Context: an optimization exercise on an open-source flow, tuned for small area, a short achievable clock period and few clock cycles. The choices shown serve that exercise and are no tape-out recipe. In this exercise RTL edits were held to simulation tests only and were not proved equivalent to the original. Power figures rest on the tool's default switching activity, not on a simulated workload.

$ cat flow/run.sh
#!/bin/bash
# synth_recipe.tcl (not shown) runs the flow's synth.tcl, then flattens the netlist and writes it again
# the make line also repeats each setting of config.mk as NAME=value (left out here)
make -C /OpenROAD-flow-scripts/flow DESIGN_CONFIG=/design/flow/config.mk WORK_HOME=/design/flow/orfs CLKGATE_MAP_FILE= SYNTH_SCRIPT=/design/flow/synth_recipe.tcl finish
$ cat flow/config.mk
export PLATFORM = sky130hd
export DESIGN_NAME = tans_enc
export DESIGN_NICKNAME = tans_enc
export VERILOG_FILES = /design/flow/design.v
export SDC_FILE = /design/flow/constraint.sdc
export NUM_CORES = 4
export LEC_CHECK = 0
export CAP_MARGIN = 20
export CORE_MARGIN = 2
export CORE_UTILIZATION = 40
export SETUP_SLACK_MARGIN = 3.0
export SLEW_MARGIN = 20
$ cat flow/constraint.sdc
create_clock -name core_clock -period 10.0 [get_ports {clk}]
set_input_delay 2.0000 -clock core_clock [delete_from_list [all_inputs] [get_ports {clk}]]
set_output_delay 2.0000 -clock core_clock [all_outputs]
set_load 0.01 [all_outputs]
$ cat flow/design.v
module tans_enc (
    input  wire        clk,
    input  wire        rst,         
    input  wire        in_valid,
    output wire        in_ready,
    input  wire        in_init,     
    input  wire [7:0]  in_sym,
    input  wire [4:0]  in_lane,
    output wire        t_rd,
    output wire [7:0]  t_addr,
    input  wire [11:0] t_freq,
    input  wire [11:0] t_cum,
    output reg         w_valid,
    output wire [15:0] w_data,
    output wire        idle,
    output reg         sym_err,     
    output reg  [7:0]  err_sym,     
    input  wire [4:0]  x_lane,
    output wire [26:0] x_out
);
    localparam LOG2M = 11;
    localparam [26:0] M = 27'd1 << LOG2M;
    localparam integer S = 4;
    localparam R4 = 1;                
    function integer nb;
        input integer k;
        begin
            case (k)
            1: nb = 4;
            2: nb = 4;
            3: nb = 4;
            4: nb = 4;
            default: nb = 0;
            endcase
        end
    endfunction
    function [27:0] dstep;
        input [11:0] r;
        input [15:0] dq;
        input [11:0] f;
        reg   [12:0] t;
        reg   [13:0] d;
        begin
            t = {r, dq[15]};
            d = {1'b0, t} - {2'b00, f};
            if (!d[13]) dstep = {d[11:0], dq[14:0], 1'b1};
            else        dstep = {t[11:0], dq[14:0], 1'b0};
        end
    endfunction
    function [27:0] dstep4;
        input [11:0] r;
        input [15:0] dq;
        input [11:0] f;
        input [13:0] f3;
        reg   [13:0] t;
        reg   [14:0] d1, d2, d3;
        begin
            t  = {r, dq[15:14]};
            d1 = {1'b0, t} - {3'b000, f};
            d2 = {1'b0, t} - {2'b00, f, 1'b0};
            d3 = {1'b0, t} - {1'b0, f3};
            if (!d3[14])      dstep4 = {d3[11:0], dq[13:0], 2'b11};
            else if (!d2[14]) dstep4 = {d2[11:0], dq[13:0], 2'b10};
            else if (!d1[14]) dstep4 = {d1[11:0], dq[13:0], 2'b01};
            else              dstep4 = {t[11:0],  dq[13:0], 2'b00};
        end
    endfunction
    reg  [27*32-1:0] xs;                 
    reg        v1;
    reg [4:0]  lane1;
    reg [7:0]  sym1;
    reg [S:1]      vd;
    reg [5*S-1:0]  laned;
    reg [12*S-1:0] fd, cd, rd;
    reg [14*S-1:0] f3d;                  
    reg [16*S-1:0] dqd;
    reg            nw1;
    reg  busy;
    reg        wbv;
    reg [4:0]  wblane;
    reg [15:0] wbq;
    reg [11:0] wbr, wbc;
    reg hazard;
    integer k;
    always @* begin
        hazard = v1 && lane1 == in_lane;
        for (k = 1; k <= S; k = k + 1)
            hazard = hazard | (vd[k] && laned[5*(k-1) +: 5] == in_lane);
    end
    assign idle     = !busy;
    assign in_ready = in_init ? !busy : !hazard;
    wire   accept   = in_valid && in_ready;
    assign t_rd   = in_valid && !in_init;
    assign t_addr = in_sym;
    wire [4:0]  ra    = busy ? lane1 : x_lane;
    reg  [26:0] x_cur;
    integer n;
    always @* begin
        x_cur = 27'd0;
        for (n = 0; n < 32; n = n + 1)
            x_cur = x_cur | (xs[27*n +: 27] & {27{ra == n}});
    end
    assign x_out = x_cur;
    wire        f_ok   = t_freq != 12'd0;
    wire        need_w = {1'b0, x_cur[26:16]} >= t_freq;
    wire [26:0] x1     = {rd[10:0], dqd[15:0]};
    assign w_data = x1[15:0];
    wire [27:0] x_ren  = nw1 ? {17'd0, x1[26:16]} : {1'b0, x1};
    reg [28*S-1:0] dq_out;
    always @* begin : div
        reg [27:0] q;
        integer g;
        for (g = 1; g <= S; g = g + 1) begin
            q = (g == 1) ? x_ren : {rd[12*(g-1) +: 12], dqd[16*(g-1) +: 16]};
            if (R4) begin
                for (k = 0; k < nb(g) / 2; k = k + 1)
                    q = dstep4(q[27:16], q[15:0], fd[12*(g-1) +: 12], f3d[14*(g-1) +: 14]);
                if (nb(g) % 2)
                    q = dstep(q[27:16], q[15:0], fd[12*(g-1) +: 12]);
            end else begin
                for (k = 0; k < nb(g); k = k + 1)
                    q = dstep(q[27:16], q[15:0], fd[12*(g-1) +: 12]);
            end
            dq_out[28*(g-1) +: 28] = q;
        end
    end
    wire [27:0] qs    = dq_out[28*(S-1) +: 28];
    always @(posedge clk) begin
        lane1 <= in_lane;
        sym1  <= in_sym;
        laned <= {laned[5*(S-1)-1:0], lane1};
        fd    <= {fd[12*(S-1)-1:0], t_freq};
        cd    <= {cd[12*(S-1)-1:0], t_cum};
        f3d   <= {f3d[14*(S-1)-1:0], {2'b00, t_freq} + {1'b0, t_freq, 1'b0}};
        for (k = 1; k < S; k = k + 1) begin
            rd[12*k +: 12]  <= dq_out[28*(k-1) + 16 +: 12];
            dqd[16*k +: 16] <= dq_out[28*(k-1) +: 16];
        end
        rd[11:0]  <= {1'b0, x_cur[26:16]};
        dqd[15:0] <= x_cur[15:0];
        nw1       <= need_w;
        wblane    <= laned[5*(S-1) +: 5];
        wbq       <= qs[15:0];
        wbr       <= qs[27:16];
        wbc       <= cd[12*(S-1) +: 12];
        if (rst) begin
            v1      <= 1'b0;
            vd      <= {S{1'b0}};
            busy    <= 1'b0;
            wbv     <= 1'b0;
            w_valid <= 1'b0;
            sym_err <= 1'b0;
            err_sym <= 8'd0;
        end else begin
            v1 <= accept && !in_init;
            vd <= {vd[S-1:1], v1 && f_ok};
            wbv  <= vd[S];
            busy <= (accept && !in_init) || (v1 && f_ok) || (|vd);
            w_valid <= v1 && f_ok && need_w;
            if (v1 && !f_ok && !sym_err) begin
                sym_err <= 1'b1;
                err_sym <= sym1;
            end
            if (accept && in_init) begin
                sym_err <= 1'b0;
                err_sym <= 8'd0;
            end
        end
    end
    wire        init_we = !rst && accept && in_init;
    wire        upd_we  = !rst && wbv;
    wire [26:0] x_new   = {wbq, 11'd0} + {15'd0, wbc} + {15'd0, wbr};
    wire [26:0] wbus    = init_we ? M : x_new;
    genvar j;
    generate
        for (j = 0; j < 32; j = j + 1) begin : lanes
            always @(posedge clk)
                if (init_we || (upd_we && wblane == j))
                    xs[27*j +: 27] <= wbus;
        end
    endgenerate
endmodule
==> out/summary.md, run 1 <==
The overall global routing resource usage was 25.98%; the post-synthesis to final-layout area growth was 16.66%. Launch point of the worst path: x_lane[4]. Of all flip-flops after synthesis, the portion carrying an async set or reset was 0%. In this run, synthesis inferred 864 flip-flops with an integrated enable. In this run, synthesis produced a sequential element count of 1219. For this run, the detailed router's first-pass iteration total came to 6. After clock tree synthesis, the clock-pin slew on the worst setup and hold paths is 0.06 ns. The number of hold-slack violations in the final timing report was 0; the net count of the finished layout was 5109. The distinct cell type count of the synthesized netlist is 97, and the areal power density over the cells is 405.9 nW/um2. The via count of the first global-routing pass was 37869. Setup violations remaining at the end of the flow were counted as 0. The internal power of the cells totals 15.35 mW. Of the synthesized area, sequential elements account for 59.04%. Of the total power, combinational logic draws 53.2%. The worst setup path is launched from a primary input. Derived from the worst setup path, the maximum achievable clock frequency is 0.1436 GHz. For this design the total switching power over the nets is 11.16 mW. The run gives 1 as the count of warnings emitted by yosys. Measured along the x axis, the die boundary spans 378.1 um.

For this run, design rule violations remaining after detail routing come to 0. The first global-routing pass estimated 267900 um of wire. Port buffering added 109 buffers. Data on the critical path is required at its endpoint by 8.00 ns. The post-route netlist has 11.77% of its cells at a drive strength greater than 1.

TritonCTS built the clock tree. The routed layout has 39758 vias. Entering global routing, the biggest net connects 37 pins.

The logs give 4.97 ns for the data arrival at the endpoint of the critical path and 60080 um2 for the placement-stage cell area. The height of the die came out at 378.1 um. Along the worst path, the maximum fanout reaches 18. On the final layout, the worst clock skew is 0.07976 ns. Number of pins exceeding their max-slew limit in the final report: 0. Most common flop cell mapped by yosys: sky130_fd_sc_hd__edfxtp_1.

The tools report the cell at the root of the clock tree as sky130_fd_sc_hd__clkbuf_16. The run finished with no timing, DRC or antenna violations. The logs give 14 for the number of antenna violations at the first check in global routing and 17.2% for the clock power share. In this run the standard cell core region covers 139200 um2. For this run the aggregate overflow at the end of global routing stands at 0.

The slew at the pin closest to its max-slew limit came out at 1.152 ns. Net switching is 42.10% of the power. For the final routed database, the setup TNS stands at 0 ns. The cell count after synthesis was 4445.

After layout, the worst path uses 69.66% of the clock period. For the effective utilization at floorplan, the log shows 40.22%. The total length of routed wires is 189300 um.

The final routed wire length divided by cell count was 28.38 um. A synthesized cell averages 12.59 um2. The run gives 24.29 nW as the leakage power of the design.

For the finished layout, the period the worst path requires is 6.966 ns. Sequential cells burn 29.6% of the power. Setup repair after global routing left no endpoint under its margin. The worst hold path begins at dqd[21].

Across the VDD grid, the largest voltage drop is 0.0005727 V. The insertion delay to the later sink of the worst-skew pair was 0.78 ns. The startpoint identified for the worst register-to-register timing path is nw1. The floorplan has 137 rows. The setup path with the least slack is of type in2out.

The worst setup path is captured at a primary output. The maximum clock path buffer count is 3. The number of nets produced by synthesis was 4866; the vias per cell was 5.960.

Measured against its own limit, the worst slew margin works out to 22.62%. The H-tree was split into 3 levels. The tools report the number of DRC markers in iteration 0 as 4461. The die area is 143000 um2, and the placed wire-length estimate is 120300 um. Summing all non-filler instances in the final layout gives an area of 65310 um2. The tool flagged a number of max-cap violations equal to 0. CTS saw 1219 sinks. The class of the most critical hold timing path was reg2reg. The number of nets still failing antenna checks after routing is 0. Counting the buffers created by CTS gives 121.

Routability-driven placement finished with a final weighted congestion of 0.8785. For the synthesized cell area, the log shows 55980 um2. During I/O placement, the number of pins put on the boundary was 110.
-- layout by cell type, fill, tap and decap left out, drive strengths merged, types with 85 or more instances in the layout --
| cell | count |
|---|---|
| a22o | 89 |
| dfxtp | 355 |
| nor2 | 249 |
| a21oi | 186 |
| xnor2 | 134 |
| buf | 161 |
| nand3 | 94 |
| a22oi | 279 |
| a221oi | 85 |
| inv | 211 |
| o21ai | 215 |
| edfxtp | 864 |
| nor2b | 90 |
| ha | 348 |
| nand2 | 165 |
| clkbuf | 153 |
| xor2 | 100 |
-- registers in the layout, indices dropped and copies added, names as in the netlist --
name     flops
dqd         64
sym1         8
rd          47
vd           4
wblane       5
lane1        5
f3d         56
w_valid      1
wbc         12
v1           1
laned       20
wbr         12
sym_err      1
err_sym      8
wbq         16
busy         1
nw1          1
wbv          1
xs         864
cd          48
fd          44
-- power by group through the flow --
stage          logic (mW)  registers [mW]  clock network [mW]
2_1_floorplan        10.0            7.69                   0
3_3_place_gp         13.3            7.96                   0
3_5_place_dp         13.5            7.96                   0
4_1_cts              13.7            7.86                4.60
5_1_grt              15.6            7.92                4.79
6_report             14.1            7.86                4.56
-- worst max-delay path: stages --
cell                              delay [ns]
sky130_fd_sc_hd__clkdlybuf4s50_1        0.44
sky130_fd_sc_hd__mux2i_4                0.31
sky130_fd_sc_hd__or2_4                  0.26
sky130_fd_sc_hd__nor2_4                 0.14
sky130_fd_sc_hd__buf_6                  0.26
sky130_fd_sc_hd__a22o_1                 0.21
sky130_fd_sc_hd__a221oi_1               0.23
sky130_fd_sc_hd__nand4_1                0.14
sky130_fd_sc_hd__or3_1                  0.45
sky130_fd_sc_hd__clkdlybuf4s50_1        0.51
-- cell usage after synthesis (85+ instances only) --
master                       n  area [um2]
sky130_fd_sc_hd__a21oi_1   185       925.9
sky130_fd_sc_hd__a221oi_1   85       744.5
sky130_fd_sc_hd__nand2_1   165       619.3
sky130_fd_sc_hd__xor2_1    100       875.8
sky130_fd_sc_hd__o21ai_0   203        1016
sky130_fd_sc_hd__a22oi_1   278        2087
sky130_fd_sc_hd__nor2b_1    90       563.0
sky130_fd_sc_hd__clkbuf_1  106       397.9
sky130_fd_sc_hd__nor2_1    244       915.9
sky130_fd_sc_hd__ha_1      348        4354
sky130_fd_sc_hd__edfxtp_1  864       25940
sky130_fd_sc_hd__a22o_1     89       779.5
sky130_fd_sc_hd__nand3_1    94       470.5
sky130_fd_sc_hd__inv_1     201       754.5
sky130_fd_sc_hd__xnor2_1   134        1174
sky130_fd_sc_hd__dfxtp_1   355        7107
-- layer usage --
metal | track usage, % | vias to the layer above | share of wire (%)
met5 | 0 | - | 0.040
met2 | 42.63 | 2047 | 46
li1 | - | 17660 | -
met1 | 33.46 | 19579 | 40
met4 | 11.13 | 10 | 4.8
met3 | 5.041 | 462 | 9.0
-- kinds of logic after synthesis --
| family | after synthesis | share of synthesized area (%) |
|---|---|---|
| buffers and inverters | 357 | 2.646 |
| XOR/XNOR | 234 | 3.661 |
| AND/OR/NAND/NOR | 903 | 8.124 |
| multiplexers | 88 | 1.620 |
| adder cells (fa/ha/maj) | 375 | 8.743 |
| AO/OA/AOI/OAI | 1269 | 16.16 |
| flip-flops | 1219 | 59.04 |
-- layout make-up --
type	instances	area [um2]
antenna	3	7.507
tap	1876	2347
fill	12382	73880
clock inverter	75	706.9
inverter	205	769.5
clock buffer	152	3312
timing repair buffer	270	2541
sequential	1219	33050
multi-input combinational	2871	22570
-- stage by stage --
stage	util, %	setup WS [ns]	hold WS [ns]	instances	total power [mW]
after CTS	46.73	2.917	0.2765	6659	26.18
after global placement	43.16	1.601	0.3111	6369	21.28
after global routing	46.92	2.998	0.2907	6668	28.29
final	46.92	3.034	0.2846	6671	26.51
after floorplan	-	4.048	0.3096	4445	17.72
after detailed placement	43.16	1.534	0.3121	6369	21.49
-- path summary, 6_finish.rpt --
path                    end  slack, ns  depth (start not counted)
hold reg to reg     dqd[41]       0.28                          0
setup / recovery  x_out[10]       3.03                         10
hold / removal      dqd[41]       0.28                          0
setup reg to reg     rd[12]       3.32                         21
-- repair_timing --
| item | in CTS | in global routing |
|---|---|---|
| gates resized for setup | 104 | 31 |
| cloned | 2 | 0 |
| hold buffers | 0 | 0 |
| setup endpoints to repair | 58 | 72 |
| setup buffers | 61 | 9 |
| pin swaps | 30 | 7 |
Testbench counts, summed over its fixed seeds: cycles 5,190.
==> run 2, diff against run 1 <==
--- a/flow/config.mk
+++ b/flow/config.mk
@@ -8,5 +8,4 @@
 export CAP_MARGIN = 20
 export CORE_MARGIN = 2
 export CORE_UTILIZATION = 40
-export SETUP_SLACK_MARGIN = 3.0
 export SLEW_MARGIN = 20
==> run 2 against run 1 <==
Effect of this change: flip-flop and latch count unchanged; clock skew is 0.0022 ns higher; global-route usage shrank 0.41 points; die area unchanged; first-iteration DRC count rose by 4.8%; via count down 1.1%; worst hold slack worse by 0.0021 ns; design area decreased by 1.7%; critical path depth unchanged; register-to-register slack got worse by 0.81 ns; setup slack worse by 1.3 ns; combinational power barely moved; highest routed layer unchanged.
==> out/summary.md, run 2 <==
The core outline area was 139200 um2. The number of enable-type register cells in the synthesized netlist was 864. No sink is reached through more buffers than the 3 on the longest clock path. Setup violations remaining at the end of the flow were counted as 0. The number of hold-slack violations in the final timing report was 0.

Counting instances, the worst hold path has a depth of 0. The worst-case IR drop observed on VDD is 0.0004379 V. Count of warnings emitted by yosys: 1. The sequential cells in the finished layout cover a total of 33050 um2.

The tools report the kind of launch point of the worst setup path as a primary input. During I/O placement, the number of pins put on the boundary was 110. For the final database, setup skew stands at 0.08193 ns. The fraction of met2 tracks used by global routing was 42.16%.

The most used flip-flop cell after synthesis is sky130_fd_sc_hd__edfxtp_1. The distinct cell type count of the synthesized netlist was 97. The average instance in the mapped netlist occupies 12.59 um2. In this run the most critical hold path is launched from dqd[21].

Once the clock tree was built, the resizer swapped 0 gates to a different size. The worst setup path category is in2out. The logs give 26.26 mW for the total design power and 37367 for the via count of the first global-routing pass. The height of the die works out to 378.1 um. The run gives 11 as the number of antenna violations at the first check in global routing. The relative slew slack was 18.10%. The run gives 6 as the first-pass detailed-route iteration total. In the layout the commonest cells are 864 x sky130_fd_sc_hd__edfxtp_1, 355 x sky130_fd_sc_hd__dfxtp_1, 348 x sky130_fd_sc_hd__ha_1.

Leakage power of the design: 23.66 nW. The flip-flop count of the largest register, all copies and words added is 864, and the insertion delay to the later sink of the worst-skew pair is 0.78 ns. The run gives 0 as the number of nets still failing antenna checks after routing. The initialized floorplan defines 137 standard-cell rows. Using the TritonRoute via totals, the vias-per-cell ratio works out to 5.954.

Total congestion overflow after global routing: 0. For the number of H-tree levels, the log shows 3. Max-cap violations in this run came to 0. In the finished design, the share of the clock period the worst path needs comes to 82.25%. The die is 378.1 um wide. For hold timing, the worst endpoint is dqd[41]. The largest registers in the layout are xs: 864 flops, dqd: 64 flops, f3d: 56 flops. The clock buffer count from CTS came out at 121.

Detailed routing inserted a total of 39301 vias. Summed over all nets, the half-perimeter wirelength after detailed placement is 120300 um. The top achievable clock speed is 0.1216 GHz, and the slack of the worst reg-to-reg path is 2.51 ns.

For this run, asynchronously set or reset flops after synthesis account for 0%. The tools report the endpoint type of the worst setup path as a primary output. The tools report the cell at the root of the clock tree as sky130_fd_sc_hd__clkbuf_16. At the worst endpoint, the required time is 8.00 ns.

Ranked by flip-flop count, first place goes to xs. The end-of-flow core utilization is 46.11%, and the slew at the pin closest to its max-slew limit is 1.226 ns. The run gives 5037 as the net count of the finished layout.

The routed design could run at a clock period as short as 8.225 ns. Number of DRC markers in iteration 0: 4677. Of all nets on the critical path, the largest fanout is 16. Entering global routing, the biggest net connects 37 pins.

The multi-input combinational cells in the finished layout cover a total of 22210 um2. In the final routed layout, each cell accounts on average for 28.19 um. Post-CTS timing repair inserted 0 buffers for setup. Hold timing on the final database bottoms out at a slack of 0.2825 ns. The post-route netlist has 9.322% of its cells at a drive strength greater than 1. The flow ran to the end and the layout has no timing, DRC or antenna violations.

The tools report the post-detailed-route DRC marker count as 0. For the total length of routed wires, the log shows 186100 um. The cell count after synthesis was 4445; the met1 track demand over resource in global routing was 33.33%.

The CTS clock-pin slew for the worst setup and hold paths works out to 0.06 ns. The largest total area in the synthesized netlist belongs to sky130_fd_sc_hd__edfxtp_1. Class of the most critical hold timing path: reg2reg. The logs give 264000 um for the first-pass GRT wire length and 0.8785 for the final weighted congestion of routability-driven global placement. The finished cells cover 64180 um2.

The tools report the number of pins exceeding their max-slew limit in the final report as 0. TritonCTS built the clock tree. The number of register bits inferred by synthesis was 1219.

In this run the power density over the cells is 409.2 nW/um2. For the worst setup path, the data arrival time is 6.22 ns. Post-synthesis to final-layout area growth: 14.65%. Setup repair after global routing left no endpoint under its margin. The effective utilization at floorplan is 40.22%.

The run gives 59.04% as the share of synthesized area occupied by flip-flops and latches. The worst register-to-register path begins at nw1. Most utilized layer in the global route result: met2. In the synthesized netlist, the cells that appear most often are 864 x sky130_fd_sc_hd__edfxtp_1, 355 x sky130_fd_sc_hd__dfxtp_1, 348 x sky130_fd_sc_hd__ha_1.

For the hold buffer count at CTS, the log shows 0. The most common cell in the synthesized netlist is sky130_fd_sc_hd__edfxtp_1. After synthesis the cells add up to 55980 um2. In the global route stage, overall resource usage came out at 25.58%. The filler cell count came out at 12500. The run gives 0 ns as the sum of negative setup slack. Yosys attributes the largest share of cell area to sky130_fd_sc_hd__edfxtp_1 46%, sky130_fd_sc_hd__dfxtp_1 13%, sky130_fd_sc_hd__ha_1 7.8%, sky130_fd_sc_hd__a22oi_1 3.7%, sky130_fd_sc_hd__xnor2_1 2.1%. Measured in cells, the most critical reg-to-reg path has a length of 21.

The library cell used most frequently in the layout, excluding fill and tap cells, is sky130_fd_sc_hd__edfxtp_1. The logs give 1219 for the number of sinks on the clock net and 143000 um2 for the die area. The global routing usage on met3 came out at 4.660%. For the number of nets produced by synthesis, the log shows 4866.

The placement-stage cell area was 60080 um2. The area share of the leading cell type in the synthesized netlist is 46.35%. The total of buffers placed on input and output ports is 109. The endpoint identified for the worst register-to-register timing path is rd[12].
[run 2: through the flow]
stage	setup WS [ns]	std cells
finish	1.775	6601
global route	1.604	6598
CTS	1.840	6596
detailed placement	1.534	6369
global placement	1.601	6369
floorplan	4.048	4445
[run 2: area by class of cell]
type                    count  share of cell area (%)
flip-flops and latches   1219                   51.50
multi-input cells        2869                   34.60
clock buffers             152                   5.160
well taps                1876                   3.657
repair buffers            200                   2.764
inverters                 205                   1.199
clock inverters            75                   1.101
diodes                      5                 0.01949
[run 2: routing by layer]
layer | up-vias | wire length [um]
li1 | 17525 | -
met3 | 414 | 16490
met5 | - | 120
met4 | 8 | 8197
met1 | 19375 | 74400
met2 | 1979 | 86860
[run 2: cell families (layout without fill, tap and decap cells)]
family	after synthesis	in the layout	share of synthesized area (%)
AOI/OAI and AO/OA	1269	1269	16.16
muxes	88	88	1.620
buffers and inverters	357	632	2.646
DFF	1219	1219	59.04
other	0	5	0
adders and majority gates	375	375	8.743
and+or+nand+nor	903	903	8.124
xor gates and xnor gates	234	234	3.661
[run 2: power breakdown]
| group | internal [mW] | switching (mW) | total, mW |
|---|---|---|---|
| clock network | 2.54 | 2.01 | 4.55 |
| registers | 7.35 | 0.510 | 7.86 |
| logic | 5.34 | 8.51 | 13.9 |
| total | 15.2 | 11.0 | 26.3 |
[run 2: how the worst max path moves through the flow]
stage	from	endpoint	slack, ns	cells after the start
final	x_lane[1]	x_out[18]	1.78	10
after global routing	x_lane[1]	x_out[18]	1.60	10
after detailed placement	x_lane[1]	w_valid	1.53	20
after floorplan	x_lane[2]	x_out[16]	4.05	11
after CTS	x_lane[1]	x_out[18]	1.84	10
after global placement	x_lane[1]	w_valid	1.60	20
[run 2: critical path: stages]
cell and delay, ns:
sky130_fd_sc_hd__clkdlybuf4s50_1 0.46, sky130_fd_sc_hd__a31oi_1 0.84, sky130_fd_sc_hd__nand2b_1 0.46, sky130_fd_sc_hd__nor2_4 0.22
sky130_fd_sc_hd__buf_4 0.35, sky130_fd_sc_hd__a22o_1 0.28, sky130_fd_sc_hd__a221oi_1 0.23, sky130_fd_sc_hd__nand3_1 0.11
sky130_fd_sc_hd__or4_1 0.62, sky130_fd_sc_hd__clkdlybuf4s50_1 0.64
==> run 3, diff against run 2 <==
--- a/flow/config.mk
+++ b/flow/config.mk
@@ -5,7 +5,9 @@
 export SDC_FILE = /design/flow/constraint.sdc
 export NUM_CORES = 4
 export LEC_CHECK = 0
+export ABC_AREA = 1
 export CAP_MARGIN = 20
 export CORE_MARGIN = 2
 export CORE_UTILIZATION = 40
+export SETUP_SLACK_MARGIN = 3.0
 export SLEW_MARGIN = 20
==> run 3 against run 2 <==
Effect of this change: total power grew 4.1%; first-iteration DRC count grew 9.4%; register-to-register slack gained 1.1 ns; combinational power grew 7%; design area grew 6.8%; synthesized area grew 6.5%; setup slack gained 1.1 ns; largest cell class unchanged; flip-flop and latch count is the same; critical path type unchanged; highest routed layer unchanged.
==> out/summary.md, run 3 <==
Launch point of the worst path: x_lane[0]. Measured against its own limit, the worst slew margin works out to 25.47%. The flow ran to the end and the layout has no timing, DRC or antenna violations. The run gives 6441 as the number of nets produced by synthesis. The worst hold path begins at fd[2].

The setup-violating endpoint count in the final report came out at 0. In this run, synthesis produced a sequential element count of 1219. The floorplan step set the die height to 390.0 um.

The net count of the finished layout is 6675. The first global-routing pass estimated 294800 um of wire. Sequential cells were found to cover 55.45% of the synthesized design area.

At the pin with the least slew margin, the transition time is 1.118 ns. The library cell used most frequently in the layout, excluding fill and tap cells, is sky130_fd_sc_hd__nand2_1. The detail route stage leaves a number of antenna-violating nets equal to 0.

The run gives 40.32% as the effective utilization at floorplan. The worst-case IR drop observed on VDD is 0.0002084 V. For the number of top-level pins, the log shows 110. Most repeated cell in the gate-level netlist after synthesis: sky130_fd_sc_hd__nand2_1. Entering global routing, the biggest net connects 41 pins. TritonCTS created 120 clock buffers. Number of sinks on the clock net: 1219. TritonCTS built the clock tree. For the slack of the worst reg-to-reg path, the log shows 3.56 ns.

The clock arrives with 0.08594 ns of skew. For the worst-skew pair, the clock arrives at the later sink with an insertion delay of 0.78 ns. The via count of the first global-routing pass was 43350; the end-of-flow core utilization was 46.38%.

In this run the power spent charging and discharging nets is 12.62 mW. The final instance count without filler cells came out at 8290. Counting flops per register, the top entry is xs. Counting flops with an async set or reset pin after synthesis yields a share of 0%. Kind of launch point of the worst setup path: a primary input. The width of the die is 390.0 um, and the number of pins exceeding their max-slew limit in the final report is 0.

Global routing consumed, over all layers together, 26.53% of the routing resources. After routing, the total negative slack on setup checks comes to 0 ns. The H-tree was split into 3 levels. Number of hold-slack violations in the final timing report: 0.

The area taken by flip-flops and latches came out at 33050 um2. Cell at the root of the clock tree: sky130_fd_sc_hd__clkbuf_16. The multi-input combinational cell area was 23730 um2.

The routed design has 208000 um of wire. The endpoint type of the worst setup path is a primary output. The clock power share is 16.7%.

In this run switching power makes up 46.16% of total power. The tools report the post-detailed-route DRC marker count as 0. The hold buffer count at CTS is 0. The first routing iteration left 5116 violations. The synthesized cell area was 59610 um2. For this run, the leading register cell type out of synthesis is sky130_fd_sc_hd__edfxtp_1.

The vias per cell was 5.542; the area share of the leading cell type in the synthesized netlist was 43.52%. Across all layers, the routed design uses 45943 vias. For the maximum clock path buffer count, the log shows 3. Combinational logic is responsible for 54.7% of the overall power. The run gives 5.13 ns as the data arrival at the endpoint of the critical path. In the final layout, the share of cells above drive strength 1 is 9.405%. The largest registers in the layout are xs: 864 flops, dqd: 64 flops, f3d: 56 flops. In this run, synthesis inferred 864 flip-flops with an integrated enable. The tools report the filler cell count as 13740. Summed over all layers, the global routing overflow is 0.

The CTS clock-pin slew for the worst setup and hold paths was 0.06 ns; the post-route cell area was 68570 um2. The top achievable clock speed came out at 0.1402 GHz. The largest total area in the synthesized netlist belongs to sky130_fd_sc_hd__edfxtp_1.

The sequential group share of total power was 28.6%; the die area was 152100 um2. The total area inside the core boundary comes to 147800 um2. The path with the worst hold slack has its endpoint at fd[14]. The cell count after synthesis was 6020; the worst reg2reg path depth was 30. The placed instances occupy a cell area of 63400 um2. Row generation in the floorplan step produced 141 rows. Counting tap cells, the placed design contains a total of 7999 instances. The worst setup path category was in2out.

In this run the tool buffered the top-level ports with 109 buffer cells. Setup repair after global routing could not meet its margin everywhere. In the layout the commonest cells are 1400 x sky130_fd_sc_hd__nand2_1, 864 x sky130_fd_sc_hd__edfxtp_1, 687 x sky130_fd_sc_hd__inv_1. At the end of routability-driven placement, the weighted congestion stood at 0.9389. The min-delay analysis places its worst path in the category reg2reg. The area growth from synthesis to layout is 15.03%. The share of the clock period used by the worst path after layout is 71.34%, and the number of antenna violations at the first check in global routing is 1.

By area the synthesized netlist is led by sky130_fd_sc_hd__edfxtp_1 44%, sky130_fd_sc_hd__dfxtp_1 12%, sky130_fd_sc_hd__nand2_1 9.0%, sky130_fd_sc_hd__ha_1 7.3%, sky130_fd_sc_hd__inv_1 4.4%. Dividing the detail-routed wire length by the instance count gives 25.10 um. The max-capacitance violation count is 0, and the leakage power of the design is 28.31 nW. The time the worst path needs with I/O delays and setup is 7.134 ns, and the highest net fanout along the worst path is 6.

Dividing total power by cell area gives a power density of 398.7 nW/um2. The register with the most flip-flops in the layout has 864 of them. For the data required time at the worst endpoint, the log shows 8.00 ns.

The worst register-to-register path begins at nw1. Counting distinct cell types in the post-synthesis netlist gives 67. The worst hold path depth is 0. After synthesis, the most frequently instantiated cells are 1422 x sky130_fd_sc_hd__nand2_1, 864 x sky130_fd_sc_hd__edfxtp_1, 698 x sky130_fd_sc_hd__inv_1. The internal power of the cells totals 14.72 mW. The completed layout was analyzed and its total power is 27.34 mW. The synthesized area divided by synthesized cell count came out at 9.902 um2.

The run gives 1 as the count of warnings emitted by yosys. The HPWL after detailed placement is 140300 um. For this run, the detailed router's first-pass iteration total came to 6. In this run the critical register-to-register path is captured at rd[12].
## run 3: kinds of logic after synthesis
group,share of synthesized area [%]
flip-flops,55.45
buffers and inverters,6.091
AND/OR/NAND/NOR,17.38
AO/OA/AOI/OAI,10.04
adder cells (fa/ha/maj),8.211
XOR/XNOR,2.836
## run 3: per-layer routing
metal	GRT usage, %	up-vias	share of wire [%]
li1	-	21220	-
met1	34.89	22105	40
met2	43.83	2192	47
met3	4.244	424	8.9
met4	10.35	2	4.3
met5	0	-	0.0038
## run 3: timing repair
action                     in CTS  in global routing
setup buffers                  44                 16
setup endpoints to repair      27                 40
gates cloned                    0                  3
pin swaps                      20                 22
gates resized for setup       123                 88
## run 3: critical path, stage by stage
cell and delay, ns:
sky130_fd_sc_hd__clkdlybuf4s50_1 0.45, sky130_fd_sc_hd__o21ai_4 0.31, sky130_fd_sc_hd__inv_1 0.14, sky130_fd_sc_hd__nand2_2 0.11, sky130_fd_sc_hd__nor2_1 0.09, sky130_fd_sc_hd__nand2_2 0.13
sky130_fd_sc_hd__clkinvlp_4 0.17, sky130_fd_sc_hd__buf_6 0.19, sky130_fd_sc_hd__buf_12 0.15, sky130_fd_sc_hd__a221oi_2 0.33, sky130_fd_sc_hd__nand4_1 0.13, sky130_fd_sc_hd__nor2_1 0.12
sky130_fd_sc_hd__nand4_1 0.10, sky130_fd_sc_hd__buf_4 0.20, sky130_fd_sc_hd__clkdlybuf4s50_1 0.48
## run 3: layout make-up
| type | instances | share of cell area, % |
|---|---|---|
| flip-flops and latches | 1219 | 48.20 |
| multi-input cells | 3920 | 34.60 |
| clock buffers | 167 | 4.835 |
| inverters | 739 | 4.381 |
| well taps | 1930 | 3.522 |
| repair buffers | 251 | 3.383 |
| clock inverters | 59 | 1.033 |
| repair inverters | 3 | 0.03832 |
| diodes | 2 | 0.007298 |
## run 3: through the flow
| step | hold WS (ns) | setup slack [ns] |
|---|---|---|
| finish | 0.2939 | 2.866 |
| global route | 0.3181 | 2.850 |
| CTS | 0.3053 | 2.939 |
| detailed placement | 0.3121 | 1.767 |
| global placement | 0.3104 | 1.739 |
| floorplan | 0.3096 | 4.522 |
## run 3: power groups by stage
stage / clock network, mW / logic, mW / registers, mW
floorplan: 0 / 10.4 / 7.65
global placement: 0 / 14.5 / 7.93
detailed placement: 0 / 14.5 / 7.92
CTS: 4.63 / 14.7 / 7.82
global route: 4.82 / 16.6 / 7.88
finish: 4.57 / 14.9 / 7.83
## run 3: worst max path at each step
| stage | end | slack (ns) | cells past startpoint |
|---|---|---|---|
| floorplan | x_out[17] | 4.52 | 12 |
| global placement | x_out[20] | 1.74 | 15 |
| detailed placement | x_out[20] | 1.77 | 15 |
| CTS | x_out[26] | 2.94 | 15 |
| global route | x_out[25] | 2.85 | 15 |
| finish | x_out[25] | 2.87 | 15 |
==> run 4, diff against run 3 <==
--- a/flow/config.mk
+++ b/flow/config.mk
@@ -5,9 +5,8 @@
 export SDC_FILE = /design/flow/constraint.sdc
 export NUM_CORES = 4
 export LEC_CHECK = 0
-export ABC_AREA = 1
 export CAP_MARGIN = 20
 export CORE_MARGIN = 2
 export CORE_UTILIZATION = 40
-export SETUP_SLACK_MARGIN = 3.0
+export SETUP_SLACK_MARGIN = 4.0
 export SLEW_MARGIN = 20
==> run 4 against run 3 <==
Effect of this change: first-iteration DRC count shrank 2.3%; largest cell class unchanged; total power grew 0.76%; design area is 0.23% higher; still clean on timing, DRC and antenna.
==> out/summary.md, run 4 <==
The run finished with no timing, DRC or antenna violations. The biggest cell delay along the critical path is 0.61 ns, and the sum of negative setup slack is 0 ns. Number of DRC markers in iteration 0: 4998.

The count of warnings emitted by yosys was 1. The logs give 4.29 ns for the data arrival at the endpoint of the critical path and 0.07764 ns for the worst clock skew. The endpoint type of the worst setup path was a primary output. The number of register bits inferred by synthesis was 1219.

At the worst endpoint, the required time is 8.00 ns. For the insertion delay to the later sink of the worst-skew pair, the log shows 0.78 ns. The areal power density over the cells works out to 400.8 nW/um2. The run gives 0 as the number of hold-slack violations in the final timing report. The worst hold path was traced through 0 stages.

TritonCTS created 121 clock buffers. The slack of the worst reg-to-reg path is 4.19 ns. The logs give 37 for the largest net degree at the start of global routing and 4866 for the number of nets produced by synthesis.

The most repeated cell in the gate-level netlist after synthesis is sky130_fd_sc_hd__edfxtp_1. After synthesis, the most frequently instantiated cells are 864 x sky130_fd_sc_hd__edfxtp_1, 355 x sky130_fd_sc_hd__dfxtp_1, 348 x sky130_fd_sc_hd__ha_1. The top achievable clock speed was 0.1589 GHz.

Counting I/O delays and the setup requirement, the final critical path takes 6.294 ns. The number of antenna violations at the first check in global routing is 11, and the max-capacitance violation count is 0. For hold timing, the worst endpoint is dqd[41]. The detailed router placed 41289 vias in this run. TritonCTS built the clock tree. Cell with the largest stage delay on the worst path: sky130_fd_sc_hd__or4_4. The die covers 143000 um2.

No sink is reached through more buffers than the 3 on the longest clock path. After synthesis, the cell types taking the most area are sky130_fd_sc_hd__edfxtp_1 46%, sky130_fd_sc_hd__dfxtp_1 13%, sky130_fd_sc_hd__ha_1 7.8%, sky130_fd_sc_hd__a22oi_1 3.7%, sky130_fd_sc_hd__xnor2_1 2.1%. The worst setup path is of the in2out kind.

Routability-driven placement finished with a final weighted congestion of 0.8785. Synthesis produced 4445 cells. In this run the critical register-to-register path is launched from nw1. Setup repair after global routing could not meet its margin everywhere. In the synthesized netlist the async set-or-reset flop fraction comes to 0%. The dominant delay contributor by cell family on the critical path was buffers and inverters. Prior to clock tree synthesis, the placed netlist has a worst setup slack of 1.534 ns. Setup slack closes at 3.706 ns.

The via count of the first global-routing pass was 39062. The signal on the critical path passes through buf_6 -> mux2i_4 -> buf_12 -> buf_6 -> buf_6 -> nand2b_4 -> buf_12 -> nor2_4 -> buf_6 -> a22o_1 -> a221oi_2 -> nand3_1 -> or4_4 -> buf_6. The total congestion overflow after global routing is 0. Number of H-tree levels: 3. The slew at the pin closest to its max-slew limit was 1.129 ns. The floorplan step set the die width to 378.1 um.

The total of buffers placed on input and output ports is 109, and the post-synthesis to final-layout area growth is 22.77%. The endpoint identified for the worst register-to-register timing path is rd[21]. Worst reg2reg path depth: 22. Dividing the final minimum period by the clock period gives 62.94%.

In the layout the commonest cells are 864 x sky130_fd_sc_hd__edfxtp_1, 349 x sky130_fd_sc_hd__dfxtp_1, 346 x sky130_fd_sc_hd__ha_1. Kind of launch point of the worst setup path: a primary input. The logs give 97 for the distinct cell type count of the synthesized netlist and 120300 um for the placed wire-length estimate.

The net count of the finished layout is 5255. The register with the most flip-flops in the layout has 864 of them. The first-pass detailed-route iteration total was 6; the vias per cell was 6.051. The class of the most critical hold timing path is reg2reg. The first global-routing pass estimated 280500 um of wire. The detail route stage leaves a number of antenna-violating nets equal to 0.

The height of the die was 378.1 um. The largest registers in the layout are xs: 864 flops, dqd: 64 flops, f3d: 56 flops. The most numerous cell type found on the critical path is sky130_fd_sc_hd__buf_6. The most common flop cell mapped by yosys is sky130_fd_sc_hd__edfxtp_1. After detailed routing, the total wire length is 202200 um. The logs give 0 for the number of pins exceeding their max-slew limit in the final report and 1219 for the number of sinks on the clock net. In this run the worst path has a maximum fanout of 11.

For this configuration, the core starts out at a cell density of 40.22%. The core outline area is 139200 um2, and the CTS clock-pin slew for the worst setup and hold paths is 0.06 ns. Of the synthesized area, sequential elements account for 59.04%.

Counting flops with a built-in enable in the synthesized netlist gives 864. The run gives 24.74% as the relative slew slack. The area share of the leading cell type in the synthesized netlist came out at 46.35%. The peak ir drop on the vdd network is 0.0006088 V. More flip-flops sit in one register than any other, and that register is xs. The share of cells above drive strength 1 works out to 18.47%.

Summed over all instances, the cell type with the most area after synthesis is sky130_fd_sc_hd__edfxtp_1. The total design power was 27.55 mW; the number of rows in the core area was 137. The synthesized area divided by synthesized cell count is 12.59 um2. Counting both buffers and inverters, the worst setup path holds a total of 7. The startpoint identified for the worst hold timing path is dqd[21]. Summing every instance area after synthesis gives 55980 um2. Setup violations remaining at the end of the flow were counted as 0. For this design the top-level I/O count stands at 110.

Final routed wire length divided by cell count: 29.63 um. The tools report the cell at the root of the clock tree as sky130_fd_sc_hd__clkbuf_16. On the final layout, the worst hold slack is 0.2844 ns. The post-detailed-route DRC marker count came out at 0.

For the overall global routing resource usage, the log shows 27.44%. The analysis attributes to cell leakage a power of 25.61 nW. The most common cell after layout, fill and taps aside is sky130_fd_sc_hd__edfxtp_1.
==> run 4: changes by cell type in the layout (fill, tap and decap cells not counted), sizes merged, moves of 73 or more <==
cell	before	now
nor2b	0	90
nand2	1448	165
a22oi	0	279
buf	144	325
nand4	151	68
nand3	345	94
xnor2	61	134
nor2	325	250
a21oi	377	186
inv	727	210
==> run 4: layer usage <==
metal | global-route usage [%] | share of wire, %
met3 | 6.031 | 10
met5 | 0 | 0.011
met2 | 43.60 | 45
met4 | 15.03 | 6.4
met1 | 34.81 | 38
==> run 4: cell families after synthesis <==
kind of cell	count (synthesis)	synth area share, %
AO/OA/AOI/OAI	1269	16.16
XOR/XNOR	234	3.661
adder cells (fa/ha/maj)	375	8.743
buffers and inverters	357	2.646
flip-flops	1219	59.04
multiplexers	88	1.620
AND/OR/NAND/NOR	903	8.124
==> run 4: stage by stage <==
step,utilization [%],std cells,area (um2)
3_5_place_dp,43.16,6369,60080
4_1_cts,48.55,6760,67570
6_report,49.38,6823,68730
5_1_grt,49.37,6816,68710
2_1_floorplan,-,4445,55980
3_3_place_gp,43.16,6369,60070
==> run 4: final cells by class <==
type | instances | area, um2
antenna | 9 | 22.52
clock inverter | 75 | 706.9
sequential | 1219 | 33060
fill | 11983 | 70460
tap | 1876 | 2347
inverter | 205 | 780.7
clock buffer | 152 | 3312
timing repair buffer | 413 | 4822
multi-input combinational | 2874 | 23680
==> run 4: worst max path at each step <==
stage	startpoint	to	slack, ns	depth (start not counted)
2_1_floorplan	x_lane[2]	x_out[16]	4.05	11
3_3_place_gp	x_lane[1]	w_valid	1.60	20
3_5_place_dp	x_lane[1]	w_valid	1.53	20
4_1_cts	x_lane[4]	x_out[17]	3.82	10
5_1_grt	x_lane[4]	x_out[25]	3.70	14
6_report	x_lane[4]	x_out[1]	3.71	14
==> run 4: what timing repair did <==
item	4_1_cts	5_1_grt
setup endpoints to repair	86	84
gates cloned	26	5
pin swaps	119	104
resized for setup	499	140
hold buffers	0	0
buffers inserted	138	49
==> run 4: where the power goes <==
group	switching (mW)	internal [mW]	total, mW
sequential	0.541	7.35	7.89
clock	2.03	2.54	4.57
combinational	9.07	6.01	15.1
==> run 5, diff against run 4 <==
--- a/flow/config.mk
+++ b/flow/config.mk
@@ -8,5 +8,5 @@
 export CAP_MARGIN = 20
 export CORE_MARGIN = 2
 export CORE_UTILIZATION = 40
-export SETUP_SLACK_MARGIN = 4.0
+export SETUP_SLACK_MARGIN = 3.5
 export SLEW_MARGIN = 20
==> run 5 against run 4 <==
Effect of this change: synthesized area unchanged; register-to-register slack lost 0.34 ns; non-clock buffer count decreased by 118; sequential share of layout area grew 2.0 points; global-route usage fell by 1.4 points; critical path type unchanged; die area did not move; clock power is essentially flat; routed wire length shrank 5.8%; first-iteration DRC count is 9.3% lower; synthesized cell count stayed put.
==> out/summary.md, run 5 <==
The run finished with no timing, DRC or antenna violations. The logs give 59.04% for the share of synthesized area occupied by flip-flops and latches and 139200 um2 for the core outline area. The tools report the number of antenna violations at the first check in global routing as 11.

The number of nets still failing antenna checks after routing is 0, and the total design power is 26.80 mW. Summed over all layers, the global routing overflow is 0. TritonCTS built the clock tree.

Across all setup checks in the final design, the least slack found is 3.480 ns. In the layout the commonest cells are 864 x sky130_fd_sc_hd__edfxtp_1, 352 x sky130_fd_sc_hd__dfxtp_1, 348 x sky130_fd_sc_hd__ha_1. In this run, the number of DRC markers left after iteration 0 of detailed routing was 4533. The first detailed-routing pass took 6 iterations. The clock period could shrink to 6.520 ns.

The tools report the total length of routed wires as 190400 um. The most common cell after layout, fill and taps aside was sky130_fd_sc_hd__edfxtp_1. The logs give 0 for the number of pins exceeding their max-slew limit in the final report and 1 for the count of warnings emitted by yosys.

Once placement completed, the tool counted placed cells totaling 6369. After synthesis, the netlist uses 97 different library cells. In this run the horizontal extent of the chip is 378.1 um. The vias per cell works out to 5.967.

The number of enable-type register cells in the synthesized netlist is 864, and the number of H-tree levels is 3. The height of the die was 378.1 um. The logs give 0 for the number of hold-slack violations in the final timing report and 0.8785 for the final weighted congestion of routability-driven global placement.

After the flow finishes, the layout carries non-filler instances totaling 6696. The tree is rooted in a sky130_fd_sc_hd__clkbuf_16. The largest total area in the synthesized netlist belongs to sky130_fd_sc_hd__edfxtp_1. The worst hold path depth works out to 0. The largest registers in the layout are xs: 864 flops, dqd: 64 flops, f3d: 56 flops.

Port buffering added 109 buffers. In this run the core area contains 137 standard-cell rows. For the final database, setup skew stands at 0.08487 ns. Yosys attributes the largest share of cell area to sky130_fd_sc_hd__edfxtp_1 46%, sky130_fd_sc_hd__dfxtp_1 13%, sky130_fd_sc_hd__ha_1 7.8%, sky130_fd_sc_hd__a22oi_1 3.7%, sky130_fd_sc_hd__xnor2_1 2.1%. STA puts the critical path data required time at 8.00 ns.

Entering global routing, the biggest net connects 37 pins. The net count of the finished layout is 5134. The post-synthesis to final-layout area growth was 17.87%; the synthesized area divided by synthesized cell count was 12.59 um2. Flip-flop count of the largest register, all copies and words added: 864. The slew at the pin closest to its max-slew limit is 1.233 ns, and the setup-violating endpoint count in the final report is 0. The number of nets produced by synthesis is 4866, and the number of register bits inferred by synthesis is 1219.

In this run the tightest slew margin relative to its limit is 17.20%. 110 I/O pins were placed. The run gives 0.79 ns as the insertion delay to the later sink of the worst-skew pair. The areal power density over the cells is 406.2 nW/um2, and the share of the clock period used by the worst path after layout is 65.20%.

Worst reg2reg path depth: 22. The tools report the endpoint type of the worst setup path as a primary output. In this run the biggest area consumer among cell types represents 46.35% of the synthesized area. Most common flop cell mapped by yosys: sky130_fd_sc_hd__edfxtp_1.

The fraction of registers with async set or reset after synthesis was 0%. Yosys instantiated no cell more often than sky130_fd_sc_hd__edfxtp_1. Counting along the longest clock path gives a buffer depth of 3. The final-layout worst hold slack came out at 0.2846 ns.

The number of sinks on the clock net is 1219. Kind of launch point of the worst setup path: a primary input. Across the run, the number of max-cap violations was 0.

The cell area that synthesis handed to floorplanning was 55980 um2. Timing would allow up to 0.1534 GHz. In the final routed layout, each cell accounts on average for 28.44 um. Along the worst path, the maximum fanout reaches 27. The overall global routing resource usage was 26.01%; the sum of negative setup slack was 0 ns. The setup path with the least slack is of type in2out.

The share of cells above drive strength 1 is 13.68%, and the data arrival at the endpoint of the critical path is 4.52 ns. VDD sags by at most 0.0005599 V. In the synthesized netlist, the number of instances is 4445.

The path class of the tightest hold or removal check is reg2reg. Across all layers, the routed design uses 39957 vias. The post-detailed-route DRC marker count was 0. The first-pass GRT wire length was 268100 um; the hold buffer count at CTS was 0. The die covers 143000 um2.

By count the netlist is led by 864 x sky130_fd_sc_hd__edfxtp_1, 355 x sky130_fd_sc_hd__dfxtp_1, 348 x sky130_fd_sc_hd__ha_1. The leakage power of the design was 24.48 nW. The CTS clock-pin slew for the worst setup and hold paths was 0.06 ns. For this configuration, the core starts out at a cell density of 40.22%. The worst slack at placement was 1.534 ns. The wire-length estimate of the detail-placed layout is 120300 um.

Setup repair after global routing could not meet its margin everywhere. The register containing the most flip-flops in the final layout is xs. The clock buffer count from CTS came out at 121. Via count of the first global-routing pass: 37868.
run 5: power breakdown:
| group | total, mW | internal [mW] | switching [mW] |
|---|---|---|---|
| Combinational | 14.4 | 5.65 | 8.73 |
| Sequential | 7.87 | 7.35 | 0.518 |
| Clock | 4.56 | 2.54 | 2.02 |
run 5: cell type report:
cell class | instances | area (um2)
tap | 1876 | 2347
inverter | 205 | 773.2
sequential | 1219 | 33060
multi-input combinational | 2871 | 22900
antenna | 3 | 7.507
fill | 12303 | 73200
timing repair buffer | 295 | 2887
clock inverter | 75 | 706.9
clock buffer | 152 | 3312
run 5: cell families after synthesis:
logic type	after synthesis	share of synthesized area, %
compound gates	1269	16.16
flops	1219	59.04
simple gates	903	8.124
fa+ha+maj	375	8.743
buf+inv	357	2.646
xor+xnor	234	3.661
mux	88	1.620
run 5: timing repair:
item	4_1_cts	5_1_grt
setup buffers	74	19
gates cloned	3	1
resized for setup	214	95
pin swaps	48	29
setup endpoints to repair	81	79
run 5: path summary, 6_finish.rpt:
| path | start | slack, ns | endpoint |
|---|---|---|---|
| worst min-delay path | dqd[21] | 0.28 | dqd[41] |
| worst max-delay path | x_lane[4] | 3.48 | x_out[9] |
| worst min register to register | dqd[21] | 0.28 | dqd[41] |
| worst max register to register | f3d[28] | 3.85 | rd[47] |
run 5: through the flow:
step | util, % | area [um2]
after floorplan | - | 55980
after global placement | 43.16 | 60070
after detailed placement | 43.16 | 60080
after CTS | 47.03 | 65460
after global routing | 47.40 | 65980
final | 47.41 | 65990
run 5: per-layer routing:
metal / up-vias / global-route usage [%] / share of wire, %
met2: 2115 / 42.82 / 46
met4: 8 / 10.79 / 5.1
li1: 17716 / - / -
met5: - / 0 / 0.051
met3: 489 / 5.173 / 8.9
met1: 19629 / 33.44 / 40
run 5: worst max-delay path: stages:
cell and delay (ns):
sky130_fd_sc_hd__dlygate4sd2_1 0.25, sky130_fd_sc_hd__mux2i_4 0.30, sky130_fd_sc_hd__or2_4 0.22, sky130_fd_sc_hd__buf_12 0.12
sky130_fd_sc_hd__nor2_4 0.04, sky130_fd_sc_hd__buf_12 0.20, sky130_fd_sc_hd__a22o_1 0.26, sky130_fd_sc_hd__a221oi_1 0.24
sky130_fd_sc_hd__nand4_1 0.21, sky130_fd_sc_hd__or3_4 0.48, sky130_fd_sc_hd__clkbuf_2 0.15
==> run 6, diff against run 5 <==
--- a/flow/config.mk
+++ b/flow/config.mk
@@ -8,5 +8,7 @@
 export CAP_MARGIN = 20
 export CORE_MARGIN = 2
 export CORE_UTILIZATION = 40
+export CTS_CLUSTER_DIAMETER = 120
+export CTS_CLUSTER_SIZE = 26
 export SETUP_SLACK_MARGIN = 3.5
 export SLEW_MARGIN = 20
==> run 6 against run 5 <==
Effect of this change: non-clock buffer count shrank 6; maximum frequency shrank 0.37%; routed wire length shrank 1.7%; total power shrank 6.9%; sequential share of layout area grew 1.9 points; largest cell class unchanged.
==> out/summary.md, run 6 <==
Kind of launch point of the worst setup path: a primary input. The tools report the effective utilization at floorplan as 40.22%. The most repeated cell in the gate-level netlist after synthesis is sky130_fd_sc_hd__edfxtp_1. The flow ran to the end and the layout has no timing, DRC or antenna violations.

In this run the standard cell core region covers 139200 um2. For this run, the post-layout net count is 5062. Along the worst path, the maximum fanout reaches 9. The final route contains 39246 vias.

For the hold buffer count at CTS, the log shows 0. The clock passes through at most 3 buffers. Leaving out fill and tap cells, the most frequent cell in the layout is sky130_fd_sc_hd__edfxtp_1.

The post-detailed-route DRC marker count is 0. The synthesized cell area is 55980 um2. The tools report the number of pins exceeding their max-slew limit in the final report as 0.

The worst setup path category was in2reg. After technology mapping, the gate count stands at 4445. The width of the die came out at 378.1 um. The top cell type by area accounts for 46.35% of the synthesized area. For the final routed database, the setup TNS stands at 0 ns. The number of register bits inferred by synthesis came out at 1219.

The end-of-flow core utilization was 45.65%; the die area was 143000 um2. The clock buffer count from CTS was 55; the areal power density over the cells was 392.7 nW/um2. The run gives 137 as the number of rows in the core area. The most used flip-flop cell after synthesis is sky130_fd_sc_hd__edfxtp_1. The dominant cell type by count on the critical path was sky130_fd_sc_hd__a21o_1. Yosys mapped a number of flops with a built-in enable equal to 864. TritonCTS built the clock tree.

The number of antenna violations at the first check in global routing is 8, and the vias per cell is 5.979. Setup violations remaining at the end of the flow were counted as 0. The signal on the critical path passes through clkdlybuf4s15_1 -> mux2i_4 -> buf_6 -> or2_4 -> nor2_4 -> buf_4 -> a22o_1 -> a221oi_2 -> nand3_1 -> or4_4 -> buf_4 -> ha_1 -> a21o_1 -> a21o_1 -> a21o_1 -> a21o_1 -> a21o_1 -> a21oi_1 -> nor2b_1 -> o2111ai_1 -> a2111oi_0.

Leaving out fill and tap cells, the most frequent cells in the layout are 864 x sky130_fd_sc_hd__edfxtp_1, 352 x sky130_fd_sc_hd__dfxtp_1, 348 x sky130_fd_sc_hd__ha_1. The tools report the data required time at the worst endpoint as 10.58 ns. The time the worst path needs with I/O delays and setup came out at 6.544 ns.

For the total congestion overflow after global routing, the log shows 0. After detailed routing, the total wire length is 187100 um. Number of DRC markers in iteration 0: 4605. Sequential cells were found to cover 59.04% of the synthesized design area. The root buffer cell chosen for the clock tree is sky130_fd_sc_hd__clkbuf_16. In the finished design, the share of the clock period the worst path needs comes to 65.44%. The endpoint type of the worst setup path is a flop. The cell with the largest stage delay on the worst path is sky130_fd_sc_hd__a2111oi_0.

The count of warnings emitted by yosys was 1; the share of cells above drive strength 1 was 11.33%. Counting every net in the synthesized netlist gives 4866. After clock tree synthesis, the clock-pin slew on the worst setup and hold paths is 0.12 ns. The number of nets still failing antenna checks after routing is 0.

The number of hold-slack violations in the final timing report is 0. Clock tree synthesis found a total of 1219 sinks. Fraction of registers with async set or reset after synthesis: 0%.

Counting distinct cell types in the post-synthesis netlist gives 97. For the pin with the worst max-slew slack, the measured transition is 1.133 ns. Setup repair after global routing could not meet its margin everywhere. The min-delay analysis places its worst path in the category reg2reg. The first-pass detailed-route iteration total was 8; the final-layout worst hold slack was 0.3212 ns.

In this run the mean area of a mapped cell was 12.59 um2. Based on the critical path, the design can be clocked at up to 0.1528 GHz. The first-pass GRT wire length was 264700 um; the final weighted congestion of routability-driven global placement was 0.8785. The logs give 0.09045 ns for the worst clock skew and 25.60% for the overall global routing resource usage. For the worst setup path, the data arrival time is 7.12 ns. Height of the die: 378.1 um. Flip-flop count of the largest register, all copies and words added: 864.

By area the synthesized netlist is led by sky130_fd_sc_hd__edfxtp_1 46%, sky130_fd_sc_hd__dfxtp_1 13%, sky130_fd_sc_hd__ha_1 7.8%, sky130_fd_sc_hd__a22oi_1 3.7%, sky130_fd_sc_hd__xnor2_1 2.1%. The tools report the leakage power of the design as 23.27 nW. For the relative slew slack, the log shows 23.95%.

The largest net degree at the start of global routing was 37; the biggest cell delay along the critical path was 0.76 ns. The tools report the via count of the first global-routing pass as 37155. At the later pin of the worst-skew pair, clock insertion delay measures 0.76 ns. In the final routed layout, each cell accounts on average for 28.51 um. CTS built an H-tree with a depth of 2. Buffers placed on the I/O ports in this run total 109. The largest registers in the layout are xs: 864 flops, dqd: 64 flops, f3d: 56 flops.

The biggest area contributor in the post-synthesis netlist is sky130_fd_sc_hd__edfxtp_1. The number of top-level pins was 110; the post-synthesis to final-layout area growth was 13.51%. Across the VDD grid, the largest voltage drop is 0.0005518 V. The run gives 120300 um as the placed wire-length estimate. After synthesis, the most frequently instantiated cells are 864 x sky130_fd_sc_hd__edfxtp_1, 355 x sky130_fd_sc_hd__dfxtp_1, 348 x sky130_fd_sc_hd__ha_1.

The tools report the max-capacitance violation count as 0. The register containing the most flip-flops in the final layout was xs.
==> run 6: cell types whose count changed in the layout (fill, tap and decap cells not counted), sizes merged, moves of 2 or more <==
| cell | before | now |
|---|---|---|
| clkinvlp | 7 | 2 |
| clkbuf | 161 | 102 |
| bufinv | 7 | 1 |
| buf | 195 | 188 |
| diode | 3 | 1 |
| clkinv | 56 | 5 |
==> run 6: layer usage <==
metal | track usage [%] | up-vias | wire, um
li1 | - | 17485 | -
met3 | 4.138 | 388 | 16070
met2 | 42.39 | 1936 | 87190
met1 | 33.49 | 19431 | 74890
met5 | 0.2058 | - | 46
met4 | 10.16 | 6 | 8941
==> run 6: path summary, 6_finish.rpt <==
path / startpoint / end / slack (ns) / cells past startpoint
worst min-delay path: dqd[35] / dqd[55] / 0.32 / 0
worst max-delay path: x_lane[4] / w_valid / 3.46 / 21
worst max register to register: dqd[15] / rd[12] / 3.85 / 21
worst min register to register: dqd[35] / dqd[55] / 0.32 / 0
==> run 6: worst max-delay path, delay by kind of cell <==
family          cells  cell delay [ns]
simple gates        5             1.20
buf+inv             4             0.73
compound gates     10             2.64
fa+ha+maj           1             0.26
mux                 1             0.27
==> run 6: what timing repair did <==
action	CTS	global route
endpoints found under the setup margin	80	79
gates resized for setup	215	88
pin swaps	46	23
buffers inserted	74	15
cloned	2	0
==> run 6: cell type report <==
| cell class | count | area, um2 |
|---|---|---|
| Fill cell | 12542 | 75640 |
| Sequential cell | 1219 | 33060 |
| Timing Repair Buffer | 289 | 2773 |
| Inverter | 205 | 773.2 |
| Tap cell | 1876 | 2347 |
| Clock buffer | 91 | 1521 |
| Clock inverter | 12 | 188.9 |
| Multi-Input combinational cell | 2871 | 22880 |
| Antenna cell | 1 | 2.502 |
==> run 6: logic make-up (layout without fill, tap and decap cells) <==
group                      count (synthesis)  in the layout  share of synthesized area [%]
AOI/OAI and AO/OA                       1269           1269                          16.16
DFF                                     1219           1219                          59.04
and+or+nand+nor                          903            905                          8.124
adders and majority gates                375            375                          8.743
buffers and inverters                    357            597                          2.646
xor gates and xnor gates                 234            234                          3.661
muxes                                     88             88                          1.620
other                                      0              1                              0
==> run 6: through the flow <==
step / power, mW / worst slack (ns) / cells / instance area (um2)
global route: 26.71 / 3.453 / 6563 / 63540
floorplan: 17.72 / 4.048 / 4445 / 55980
detailed placement: 21.49 / 1.534 / 6369 / 60080
CTS: 24.47 / 3.492 / 6548 / 63090
global placement: 21.28 / 1.601 / 6369 / 60070
finish: 24.95 / 3.456 / 6564 / 63550
==> run 6: power breakdown <==
part / internal (mW) / total (mW) / switching [mW]
Sequential: 7.33 / 7.85 / 0.515
Clock: 1.11 / 2.73 / 1.63
Combinational: 5.65 / 14.4 / 8.72
==> run 7, diff against run 6 <==
--- a/flow/config.mk
+++ b/flow/config.mk
@@ -9,6 +9,6 @@
 export CORE_MARGIN = 2
 export CORE_UTILIZATION = 40
 export CTS_CLUSTER_DIAMETER = 120
-export CTS_CLUSTER_SIZE = 26
+export CTS_CLUSTER_SIZE = 22
 export SETUP_SLACK_MARGIN = 3.5
 export SLEW_MARGIN = 20
==> run 7 against run 6 <==
Effect of this change: setup slack better by 0.057 ns; sequential share of layout area down 0.39 points; design area up 0.76%; flip-flop and latch count unchanged; critical path depth down 9; synthesized cell count unchanged; non-clock buffer count up 4; combinational power about the same; count of clock-buffer cells in the layout up 12; register-to-register slack worse by 0.04 ns; largest cell class unchanged.
==> out/summary.md, run 7 <==
The final layout contains routed wiring with a total length of 189300 um. The floorplan step set the die height to 378.1 um. The final-layout worst hold slack was 0.3180 ns; the sequential group share of total power was 31.2%. After layout, the worst path uses 64.87% of the clock period. The placement-stage cell area is 60080 um2, and the number of DRC markers in iteration 0 is 4739. The initialized floorplan defines 137 standard-cell rows. At the worst endpoint, the arrival time is 4.49 ns.

The hold buffer count at CTS came out at 0. The number of enable-type register cells in the synthesized netlist is 864. The tools report the count of warnings emitted by yosys as 1. The total area inside the core boundary comes to 139200 um2.

The logs give 3 for the number of H-tree levels and 0 ns for the sum of negative setup slack. The width of the die works out to 378.1 um. Setup repair after global routing could not meet its margin everywhere. Global routing consumed, over all layers together, 25.99% of the routing resources.

The clock network accounts for 11.8% of the total power. In this run, placement finished with an instance count of 6369. Of all flip-flops after synthesis, the portion carrying an async set or reset was 0%.

Across the whole layout, storage elements account for 33060 um2. The flow ran to the end and the layout has no timing, DRC or antenna violations. The final routed wire length divided by cell count was 28.76 um; the effective utilization at floorplan was 40.22%. The post-synthesis to final-layout area growth was 14.37%.

After synthesis, the cell types taking the most area are sky130_fd_sc_hd__edfxtp_1 46%, sky130_fd_sc_hd__dfxtp_1 13%, sky130_fd_sc_hd__ha_1 7.8%, sky130_fd_sc_hd__a22oi_1 3.7%, sky130_fd_sc_hd__xnor2_1 2.1%. The insertion delay to the later sink of the worst-skew pair is 0.73 ns. In this run the remaining antenna-violating nets after routing total 0. Synthesis produced a netlist whose cell count is 4445.

The run gives 1219 as the number of sinks on the clock net. The class of the most critical hold timing path is reg2reg. Counting I/O delays and the setup requirement, the final critical path takes 6.487 ns. The run gives 0 as the post-detailed-route DRC marker count. The most common flop cell mapped by yosys was sky130_fd_sc_hd__edfxtp_1.

In the layout the commonest cells are 864 x sky130_fd_sc_hd__edfxtp_1, 352 x sky130_fd_sc_hd__dfxtp_1, 348 x sky130_fd_sc_hd__ha_1. The via count of the first global-routing pass is 37578, and the maximum clock path buffer count is 3. Input and output buffers added on the ports amount to 109. The layout has 12466 filler cells. At the end of the flow the core is filled with cells to 46.00%.

Entering global routing, the biggest net connects 37 pins. Leaving out filler cells and counting taps, the final layout contains 6582. For the number of hold-slack violations in the final timing report, the log shows 0. Ranked by instance count, the synthesized netlist is headed by 864 x sky130_fd_sc_hd__edfxtp_1, 355 x sky130_fd_sc_hd__dfxtp_1, 348 x sky130_fd_sc_hd__ha_1. The tools report the number of nets produced by synthesis as 4866.

The first TritonRoute pass finished after 6 iterations. The run gives 0 as the setup-violating endpoint count in the final report. The net count of the finished layout is 5078.

The kind of launch point of the worst setup path is a primary input. Number of register bits inferred by synthesis: 1219. For this design the total switching power over the nets is 10.93 mW. TritonCTS built the clock tree.

The distinct cell type count of the synthesized netlist was 97. Of the total power, the share spent switching nets is 43.40%. After synthesis, the largest area contributor takes up 46.35% of total cell area. Across the VDD grid, the largest voltage drop is 0.0005643 V. The highest net fanout along the worst path works out to 9. The placed wire-length estimate was 120300 um; the die area was 143000 um2.

OpenSTA, run right after detailed placement, puts the worst setup slack at 1.534 ns. The CTS clock-pin slew for the worst setup and hold paths was 0.10 ns; the share of synthesized area occupied by flip-flops and latches was 59.04%. After global routing the overflow that remains totals 0. The post-route netlist has 11.80% of its cells at a drive strength greater than 1.

Pin placement for this block handled 110 I/O pins. For the internal power summed over all cells, the log shows 14.25 mW. CTS placed an instance of sky130_fd_sc_hd__clkbuf_16 at the clock tree root. The register with the most flip-flops in the layout has 864 of them.

The register containing the most flip-flops in the final layout is xs. Max-cap violations in this run came to 0. The logs give 0.1541 GHz for the top achievable clock speed and 64030 um2 for the post-route cell area. The completed layout was analyzed and its total power is 25.18 mW.

For the final weighted congestion of routability-driven global placement, the log shows 0.8785. The tools report the fraction of power consumed by combinational cells as 57.0%. The endpoint type of the worst setup path is a primary output. Worst setup slack after layout: 3.513 ns. In the final layout, the registers with the most flip-flops are xs: 864 flops, dqd: 64 flops, f3d: 56 flops.

The worst pin sits at a relative slew slack of 20.26%. The most common cell after layout, fill and taps aside is sky130_fd_sc_hd__edfxtp_1. The cell type with the highest aggregate area in the netlist is sky130_fd_sc_hd__edfxtp_1. For this design the static power due to leakage is 23.48 nW. For the pin with the worst max-slew slack, the measured transition is 1.188 ns.

Detailed routing inserted a total of 39479 vias. The number of antenna violations at the first check in global routing was 6; the synthesized cell area was 55980 um2. Using the TritonRoute via totals, the vias-per-cell ratio works out to 5.998. Dividing total power by cell area gives a power density of 393.2 nW/um2. The multi-input combinational cell area is 22920 um2. For the slack of the worst reg-to-reg path, the log shows 3.81 ns. Across the routed clock network, the largest skew measured is 0.05832 ns. By startpoint and endpoint, the worst setup path is classified as in2out.

The run gives 67 as the clock buffer count from CTS. The number of pins exceeding their max-slew limit in the final report was 0; the data required time at the worst endpoint was 8.00 ns. The first global-routing pass estimated 267400 um of wire. A synthesized cell averages 12.59 um2.

In the post-synthesis netlist, the cell with the most instances is sky130_fd_sc_hd__edfxtp_1.
run 7: worst paths after layout:
| check | startpoint | to | depth (start not counted) |
|---|---|---|---|
| worst max-delay path | x_lane[4] | x_out[16] | 12 |
| worst min-delay path | dqd[35] | dqd[55] | 0 |
| worst max register to register | fd[13] | rd[35] | 22 |
| worst min register to register | dqd[35] | dqd[55] | 0 |
run 7: metal layers:
layer  part of all wire, %  global-route usage, %  up-vias
met5                0.0069                 0.1029        -
met3                   8.9                  5.150      414
met1                    40                  33.25    19515
li1                      -                      -    17534
met2                    47                  42.79     2014
met4                   5.0                  11.16        2
run 7: layout make-up:
cell class                 count  share of cell area, %
sequential                  1219                  51.63
antenna                        4                0.01563
clock inverter                11                 0.2931
inverter                     205                  1.208
clock buffer                 103                  2.830
timing repair buffer         293                  4.567
tap                         1876                  3.666
multi-input combinational   2871                  35.79
run 7: logic make-up (layout without fill, tap and decap cells):
| kind of cell | count (synthesis) | in the layout | synth area share (%) |
|---|---|---|---|
| other cells | 0 | 4 | 0 |
| fa+ha+maj | 375 | 375 | 8.743 |
| flops | 1219 | 1219 | 59.04 |
| mux | 88 | 88 | 1.620 |
| buf+inv | 357 | 612 | 2.646 |
| simple gates | 903 | 905 | 8.124 |
| xor+xnor | 234 | 234 | 3.661 |
| compound gates | 1269 | 1269 | 16.16 |
run 7: worst max-delay path: stages:
cell                            delay, ns
sky130_fd_sc_hd__dlygate4sd2_1       0.25
sky130_fd_sc_hd__mux2i_4             0.27
sky130_fd_sc_hd__buf_4               0.18
sky130_fd_sc_hd__nand2b_4            0.10
sky130_fd_sc_hd__nor2_4              0.47
sky130_fd_sc_hd__buf_6               0.28
sky130_fd_sc_hd__a22oi_1             0.11
sky130_fd_sc_hd__nand4_1             0.11
sky130_fd_sc_hd__nor3_1              0.05
sky130_fd_sc_hd__and2_1              0.15
sky130_fd_sc_hd__inv_1               0.07
sky130_fd_sc_hd__dlygate4sd2_1       0.42
run 7: power groups by stage:
stage          Combinational (mW)  Clock, mW  Sequential [mW]
2_1_floorplan                10.0          0             7.69
3_3_place_gp                 13.3          0             7.96
3_5_place_dp                 13.5          0             7.96
4_1_cts                      13.9       3.01             7.85
5_1_grt                      15.8       3.17             7.92
6_report                     14.4       2.97             7.85
run 7: what timing repair did:
action | 4_1_cts | 5_1_grt
setup endpoints to repair | 80 | 79
endpoints found under the hold margin | 0 | 0
cloned | 5 | 1
buffers inserted | 72 | 17
pin swaps | 50 | 31
resized for setup | 232 | 97

port drivers added, routing unchanged:
The results above use ideal ports. As a check the final layouts listed here were re-extracted and re-timed, cells and wires unchanged.
Step 1 assumes that a clkbuf_16 drives the clock port and a buf_2 every other input.
Step 2 also shifts input and output timing later by t, the mid clock arrival at the registers, as if the neighbouring blocks saw the same clock.
Slacks: no drivers / after step 1 / after step 2; pairs: no drivers / after step 1.
run | t, ns | setup WS [ns]
run 1 | 0.818 | 3.034 / 2.981 / 2.457
run 2 | 0.820 | 1.775 / 1.723 / 1.479
run 3 | 0.815 | 2.866 / 2.844 / 2.844
run 4 | 0.817 | 3.706 / 3.666 / 3.194
run 5 | 0.823 | 3.480 / 3.450 / 2.724
run 6 | 0.785 | 3.456 / 3.471 / 2.689
run 7 | 0.770 | 3.513 / 3.491 / 2.779
After both steps setup and hold are still met in every run listed.
